Source: an optimization exercise on an open RTL-to-GDS flow (aim: a short achievable clock period). Production flows keep margins and buffers that such runs may drop.
Where RTL was checked, it was by simulation tests only, not by an equivalence proof against the original.
Power figures rest on the tool's default switching activity, not on a simulated workload.

v6:
==> module clock_core_mode, before the edit <==
module clock_core_mode (
    input  wire dispatch_en,
    input  wire cfg_irq,
    input  wire cfg_edge,
    output wire m_irq,
    output wire m_edge,
    output wire m_lvl
);
    assign m_irq  = dispatch_en & cfg_irq;
    assign m_edge = dispatch_en & ~cfg_irq & cfg_edge;
    assign m_lvl  = dispatch_en & ~cfg_irq & ~cfg_edge;
endmodule
Settings: LEC_CHECK=0, CAP_MARGIN=20, CORE_MARGIN=2, CORE_UTILIZATION=40, SLEW_MARGIN=20, SYNTH_HIERARCHICAL=1, SYNTH_MINIMUM_KEEP_SIZE=0; clock period 14.0 ns.
standard.sh (not shown) runs the stock make flow with config.mk's settings and CLKGATE_MAP_FILE= SYNTH_SCRIPT=/design/flow/synth_recipe.tcl, a recipe that flattens the netlist after the stock synthesis.
==> flow/flow/run.sh <==
#!/bin/bash
set -euo pipefail
bash standard.sh SETUP_SLACK_MARGIN=8.5 finish > standard.log 2>&1
v6: PASS, flow complete, no timing, DRC or antenna violations
Here is what was changed in the inputs of v7 compared with v6.
-- flow/design.v --
<<< v6, line 405
    output wire m_lvl
);
    assign m_irq  = dispatch_en & cfg_irq;
    assign m_edge = dispatch_en & ~cfg_irq & cfg_edge;
    assign m_lvl  = dispatch_en & ~cfg_irq & ~cfg_edge;
endmodule
>>> v7, line 405
    output wire m_lvl
);
    clock_core_mode_irq u_irq (.dispatch_en(dispatch_en), .cfg_irq(cfg_irq), .m_irq(m_irq));
    assign m_edge = dispatch_en & ~m_irq & cfg_edge;
    assign m_lvl  = dispatch_en & ~m_irq & ~cfg_edge;
endmodule
module clock_core_mode_irq (
    input  wire dispatch_en,
    input  wire cfg_irq,
    output wire m_irq
);
    assign m_irq = dispatch_en & cfg_irq;
endmodule
[summary]
- v7 ends up with higher largest fanout of any net on the critical path than v6 does.
- For v6, the critical path launch point was cfg_irq, unlike v7, where it was dispatch_en.
- v7 vs. v6: utilization after layout rose by 1.5 points; overall power consumption increased 0.070 mW.
- Per the comparison of v7 with v6, cell area rose about 3.3%, routed wire length rose 5.7%.
The RTL of v7 was laid out without a check of its function.

clock_core, a different RTL version from the one above (not shown whole).
For scale: roughly 1100 cells after synthesis, roughly 56 flip-flops.
==> module clock_core, before the edit <==
module clock_core (
    input  wire        clk,
    input  wire        rst,
    input  wire        cfg_irq,        
    input  wire        cfg_edge,       
    input  wire        btn_raw,
    input  wire [9:0]  sw_raw,
    input  wire        tmr_timeout,
    input  wire        dispatch_en,
    input  wire        host_ack_btn,
    input  wire        host_ack_tick,
    output wire [15:0] packed_time,
    output wire [6:0]  hours,
    output wire [3:0]  sub_tick_count,
    output wire        halted,
    output wire        tick_pending,
    output wire        btn_cap,
    output wire        btn_lvl,
    output wire [9:0]  sw_lvl,
    output wire [6:0]  dec_min,
    output wire [6:0]  dec_sec,
    output wire        bcd_err,
    output wire        refresh,
    output wire        irq
);
    reg [15:0] pt;
    reg [6:0]  hr;
    reg [3:0]  sub;
    reg        hlt, tp, bc, bl;
    reg [9:0]  sw;
    reg [6:0]  dm, ds;
    reg        be;
    reg        adv_rdy;    
    reg        irq_rdy;    
    assign packed_time    = pt;
    assign hours          = hr;
    assign sub_tick_count = sub;
    assign halted         = hlt;
    assign tick_pending   = tp;
    assign btn_cap        = bc;
    assign btn_lvl        = bl;
    assign sw_lvl         = sw;
    assign dec_min        = dm;
    assign dec_sec        = ds;
    assign bcd_err        = be;
    function [15:0] inc1(input [15:0] p);
        reg [3:0] so, st, mo, mt;
        reg c1, c2, c3;
        begin
            so = p[3:0]; st = p[7:4]; mo = p[11:8]; mt = p[15:12];
            c1 = (so == 4'd9);
            c2 = c1 & (st == 4'd5);
            c3 = c2 & (mo == 4'd9);
            inc1 = {(!c3 ? mt : (mt == 4'd5) ? 4'd0 : mt + 4'd1),
                    (!c2 ? mo : (mo == 4'd9) ? 4'd0 : mo + 4'd1),
                    (!c1 ? st : (st == 4'd5) ? 4'd0 : st + 4'd1),
                    ((so == 4'd9) ? 4'd0 : so + 4'd1)};
        end
    endfunction
    function [16:0] add2(input [15:0] p);
        reg [3:0] so, st, mo, mt;
        reg c1, c2, c3, c4;
        begin
            so = p[3:0]; st = p[7:4]; mo = p[11:8]; mt = p[15:12];
            c1 = (so >= 4'd8);
            c2 = c1 & (st == 4'd5);
            c3 = c2 & (mo == 4'd9);
            c4 = c3 & (mt == 4'd5);
            add2 = {c4,
                    (!c3 ? mt : (mt == 4'd5) ? 4'd0 : mt + 4'd1),
                    (!c2 ? mo : (mo == 4'd9) ? 4'd0 : mo + 4'd1),
                    (!c1 ? st : (st == 4'd5) ? 4'd0 : st + 4'd1),
                    (c1 ? so - 4'd8 : so + 4'd2)};
        end
    endfunction
    function [6:0] hinc(input [6:0] h);
        reg [7:0] t;
        begin
            t = ({1'b0, h} + 8'd1) % 8'd100;
            hinc = t[6:0];
        end
    endfunction
    function [7:0] set_bcd(input [5:0] v);
        reg [5:0] m, t, o;
        begin
            m = v % 6'd60;
            t = m / 6'd10;
            o = m % 6'd10;
            set_bcd = {t[3:0], o[3:0]};
        end
    endfunction
    function [26:0] tick(input [15:0] p, input [6:0] h, input [3:0] s, input serve);
        reg [15:0] q;
        begin
            q = inc1(p);
            if (serve && s >= 4'd9)
                tick = {q, ((q == 16'h0000) ? hinc(h) : h), 4'd0};
            else if (serve)
                tick = {p, h, s + 4'd1};
            else
                tick = {p, h, s};
        end
    endfunction
    wire [16:0] b2     = add2(pt);
    wire        do_bmp = bc & bl;
    wire [15:0] pe1    = do_bmp ? b2[15:0] : pt;
    wire [6:0]  he1    = (do_bmp && b2[16]) ? hinc(hr) : hr;
    wire [5:0]  v     = sw[5:0];
    wire [1:0]  sel   = sw[9:8];
    wire        lexit = sw[7];
    reg  [15:0] pl1;
    reg  [6:0]  hl1;
    always @(*) begin
        pl1 = pt;
        hl1 = hr;
        if (!lexit) begin
            case (sel)
                2'd1: pl1 = {pt[15:8], set_bcd(v)};
                2'd2: pl1 = {set_bcd(v), pt[7:0]};
                2'd3: hl1 = {1'b0, v};
                default: if (bl) begin
                    pl1 = b2[15:0];
                    hl1 = b2[16] ? hinc(hr) : hr;
                end
            endcase
        end
    end
    wire [26:0] cur_t = {pt, hr, sub};
    wire [26:0] edg_t = hlt ? cur_t : tick(pe1, he1, sub, tp);
    wire [26:0] irq_t = hlt ? cur_t : tick(pe1, he1, sub, tp & ~bc);
    wire [26:0] lvl_t = hlt ? cur_t : tick(pl1, hl1, sub, tp & ~lexit);
    wire [26:0] nxt_t = !dispatch_en ? cur_t :
                        cfg_irq      ? irq_t :
                        cfg_edge     ? edg_t : lvl_t;
    wire act     = dispatch_en & ~hlt;
    wire serve   = act & tp & (cfg_irq ? ~bc : (cfg_edge | ~lexit));
    wire ack_btn = act & (cfg_irq | cfg_edge) & bc;
    wire hlt_n   = hlt | (dispatch_en & ~cfg_irq & ~cfg_edge & lexit);
    wire tp_n    = tmr_timeout | (tp & ~(serve | host_ack_tick));
    wire bc_n    = (bl ^ btn_raw) | (bc & ~(ack_btn | host_ack_btn));
    wire [15:0] pt_n  = nxt_t[26:11];
    wire [6:0]  hr_n  = nxt_t[10:4];
    wire [3:0]  sub_n = nxt_t[3:0];
    always @(posedge clk) begin
        if (rst) begin
            pt      <= 16'h0000;
            hr      <= 7'd0;
            sub     <= 4'd0;
            hlt     <= 1'b0;
            tp      <= 1'b0;
            bc      <= 1'b0;
            bl      <= 1'b0;
            sw      <= 10'd0;
            dm      <= 7'd0;
            ds      <= 7'd0;
            be      <= 1'b0;
            adv_rdy <= 1'b0;
            irq_rdy <= 1'b0;
        end else begin
            pt      <= pt_n;
            hr      <= hr_n;
            sub     <= sub_n;
            hlt     <= hlt_n;
            tp      <= tp_n;
            bc      <= bc_n;
            bl      <= btn_raw;
            sw      <= sw_raw;
            dm      <= {3'd0, pt_n[15:12]} * 7'd10 + {3'd0, pt_n[11:8]};
            ds      <= {3'd0, pt_n[7:4]}   * 7'd10 + {3'd0, pt_n[3:0]};
            be      <= (pt_n[15:12] > 4'd9) | (pt_n[11:8] > 4'd9) |
                       (pt_n[7:4]   > 4'd9) | (pt_n[3:0]  > 4'd9);
            adv_rdy <= ~hlt_n & tp_n & (sub_n >= 4'd9);
            irq_rdy <= ~hlt_n & (bc_n | tp_n);
        end
    end
    clock_core_outs u_outs (
        .dispatch_en(dispatch_en), .cfg_irq(cfg_irq), .cfg_edge(cfg_edge),
        .adv_rdy(adv_rdy), .irq_rdy(irq_rdy), .btn_cap(bc), .sw_exit(lexit),
        .refresh(refresh), .irq(irq)
    );
endmodule
==> module clock_core_outs, before the edit <==
module clock_core_outs (
    input  wire dispatch_en,
    input  wire cfg_irq,
    input  wire cfg_edge,
    input  wire adv_rdy,
    input  wire irq_rdy,
    input  wire btn_cap,
    input  wire sw_exit,
    output wire refresh,
    output wire irq
);
    assign refresh = dispatch_en & adv_rdy & ~(cfg_irq & btn_cap) &
                     (cfg_irq | cfg_edge | ~sw_exit);
    assign irq     = cfg_irq & irq_rdy;
endmodule
clock: 14.0 ns
lec_check: 0
cap_margin: 20
core_margin: 2
core_utilization: 40
slew_margin: 20
synth_hierarchical: 1
synth_minimum_keep_size: 0
Scripts as last shown in full above: flow/flow/run.sh
Edit:
--- a/flow/design.v
+++ b/flow/design.v
@@ -209,8 +209,10 @@
     reg [9:0]  sw;
     reg [6:0]  dm, ds;
     reg        be;
     reg        adv_rdy;    
+    reg        adv_irq;    
+    reg        adv_lvl;    
     reg        irq_rdy;    
     assign packed_time    = pt;
     assign hours          = hr;
     assign sub_tick_count = sub;
@@ -307,15 +309,19 @@
     wire [26:0] cur_t = {pt, hr, sub};
     wire [26:0] edg_t = hlt ? cur_t : tick(pe1, he1, sub, tp);
     wire [26:0] irq_t = hlt ? cur_t : tick(pe1, he1, sub, tp & ~bc);
     wire [26:0] lvl_t = hlt ? cur_t : tick(pl1, hl1, sub, tp & ~lexit);
-    wire [26:0] nxt_t = !dispatch_en ? cur_t :
-                        cfg_irq      ? irq_t :
-                        cfg_edge     ? edg_t : lvl_t;
-    wire act     = dispatch_en & ~hlt;
-    wire serve   = act & tp & (cfg_irq ? ~bc : (cfg_edge | ~lexit));
-    wire ack_btn = act & (cfg_irq | cfg_edge) & bc;
-    wire hlt_n   = hlt | (dispatch_en & ~cfg_irq & ~cfg_edge & lexit);
+    wire m_irq, m_edge, m_lvl;
+    clock_core_mode u_mode (
+        .dispatch_en(dispatch_en), .cfg_irq(cfg_irq), .cfg_edge(cfg_edge),
+        .m_irq(m_irq), .m_edge(m_edge), .m_lvl(m_lvl)
+    );
+    wire [26:0] nxt_t = m_irq  ? irq_t :
+                        m_edge ? edg_t :
+                        m_lvl  ? lvl_t : cur_t;
+    wire serve   = ~hlt & tp & ((m_irq & ~bc) | m_edge | (m_lvl & ~lexit));
+    wire ack_btn = ~hlt & bc & (m_irq | m_edge);
+    wire hlt_n   = hlt | (m_lvl & lexit);
     wire tp_n    = tmr_timeout | (tp & ~(serve | host_ack_tick));
     wire bc_n    = (bl ^ btn_raw) | (bc & ~(ack_btn | host_ack_btn));
     wire [15:0] pt_n  = nxt_t[26:11];
     wire [6:0]  hr_n  = nxt_t[10:4];
@@ -333,8 +339,10 @@
             dm      <= 7'd0;
             ds      <= 7'd0;
             be      <= 1'b0;
             adv_rdy <= 1'b0;
+            adv_irq <= 1'b0;
+            adv_lvl <= 1'b0;
             irq_rdy <= 1'b0;
         end else begin
             pt      <= pt_n;
             hr      <= hr_n;
@@ -348,28 +356,54 @@
             ds      <= {3'd0, pt_n[7:4]}   * 7'd10 + {3'd0, pt_n[3:0]};
             be      <= (pt_n[15:12] > 4'd9) | (pt_n[11:8] > 4'd9) |
                        (pt_n[7:4]   > 4'd9) | (pt_n[3:0]  > 4'd9);
             adv_rdy <= ~hlt_n & tp_n & (sub_n >= 4'd9);
+            adv_irq <= ~hlt_n & tp_n & (sub_n >= 4'd9) & ~bc_n;
+            adv_lvl <= ~hlt_n & tp_n & (sub_n >= 4'd9) & ~sw_raw[7];
             irq_rdy <= ~hlt_n & (bc_n | tp_n);
         end
     end
     clock_core_outs u_outs (
         .dispatch_en(dispatch_en), .cfg_irq(cfg_irq), .cfg_edge(cfg_edge),
-        .adv_rdy(adv_rdy), .irq_rdy(irq_rdy), .btn_cap(bc), .sw_exit(lexit),
+        .adv_rdy(adv_rdy), .adv_irq(adv_irq), .adv_lvl(adv_lvl), .irq_rdy(irq_rdy),
         .refresh(refresh), .irq(irq)
     );
 endmodule
 module clock_core_outs (
     input  wire dispatch_en,
     input  wire cfg_irq,
     input  wire cfg_edge,
     input  wire adv_rdy,
+    input  wire adv_irq,
+    input  wire adv_lvl,
     input  wire irq_rdy,
-    input  wire btn_cap,
-    input  wire sw_exit,
     output wire refresh,
     output wire irq
 );
-    assign refresh = dispatch_en & adv_rdy & ~(cfg_irq & btn_cap) &
-                     (cfg_irq | cfg_edge | ~sw_exit);
-    assign irq     = cfg_irq & irq_rdy;
+    wire n_irq, n_edge, n_lvl;
+    clock_core_nand3  u_t_irq  (.a(dispatch_en), .b(cfg_irq), .c(adv_irq), .y(n_irq));
+    clock_core_nand4b u_t_edge (.a_n(cfg_irq), .b(dispatch_en), .c(cfg_edge), .d(adv_rdy), .y(n_edge));
+    clock_core_nand3b u_t_lvl  (.a_n(cfg_irq), .b(dispatch_en), .c(adv_lvl), .y(n_lvl));
+    clock_core_nand3  u_sum    (.a(n_irq), .b(n_edge), .c(n_lvl), .y(refresh));
+    assign irq = cfg_irq & irq_rdy;
+endmodule
+module clock_core_nand3 (input wire a, input wire b, input wire c, output wire y);
+    assign y = ~(a & b & c);
+endmodule
+module clock_core_nand3b (input wire a_n, input wire b, input wire c, output wire y);
+    assign y = ~(~a_n & b & c);
+endmodule
+module clock_core_nand4b (input wire a_n, input wire b, input wire c, input wire d, output wire y);
+    assign y = ~(~a_n & b & c & d);
+endmodule
+module clock_core_mode (
+    input  wire dispatch_en,
+    input  wire cfg_irq,
+    input  wire cfg_edge,
+    output wire m_irq,
+    output wire m_edge,
+    output wire m_lvl
+);
+    assign m_irq  = dispatch_en & cfg_irq;
+    assign m_edge = dispatch_en & ~cfg_irq & cfg_edge;
+    assign m_lvl  = dispatch_en & ~cfg_irq & ~cfg_edge;
 endmodule
Outcome: Clock-buffer cell count rose by 6. Critical path depth fell by 1. Die area rose by about 8%. Synthesized area rose by about 9%. Via count rose by about 13%. Worst setup slack improved by 0.14 ns. Power rose by 23%.
Only the layout flow was run in the first run of this note; the RTL was not checked for function there.

-- afterwards: timing with drivers on the ports --
The results above use ideal ports. As a check the final layouts listed here were re-extracted and re-timed, cells and wires unchanged.
Step 1 (the two cells are an assumption about what drives the block):
set clk [get_ports {clk}]
set_driving_cell -lib_cell sky130_fd_sc_hd__clkbuf_16 $clk
set_driving_cell -lib_cell sky130_fd_sc_hd__buf_2 [delete_from_list [all_inputs] $clk]
Step 2 adds t to the input delays and takes it off the output delays; t is the mean of the earliest and latest rising clock arrival at the registers after step 1. Input paths then give back, and output paths get back, about the clock's delay inside the block.
a / b / c = ideal ports / drivers / drivers and shift; a / b = the first two.
| run | t, ns | setup slack, ns | worst data-port slew with drivers (ns) |
|---|---|---|---|
| v6 | 0.392 | 7.986 / 7.927 / 7.891 | 0.06 |
| v7 | 0.400 | 7.967 / 7.922 / 7.812 | 0.06 |
| the first run of note 2 | 0.361 | 7.806 / 7.768 / 7.768 | 0.06 |
| the second run of note 2 | 0.395 | 7.944 / 7.906 / 7.906 | 0.05 |
After both steps every run listed still meets setup and hold. For v7, which loses most, drivers alone change the setup slack by -0.045 ns; drivers and shift together by -0.155 ns.
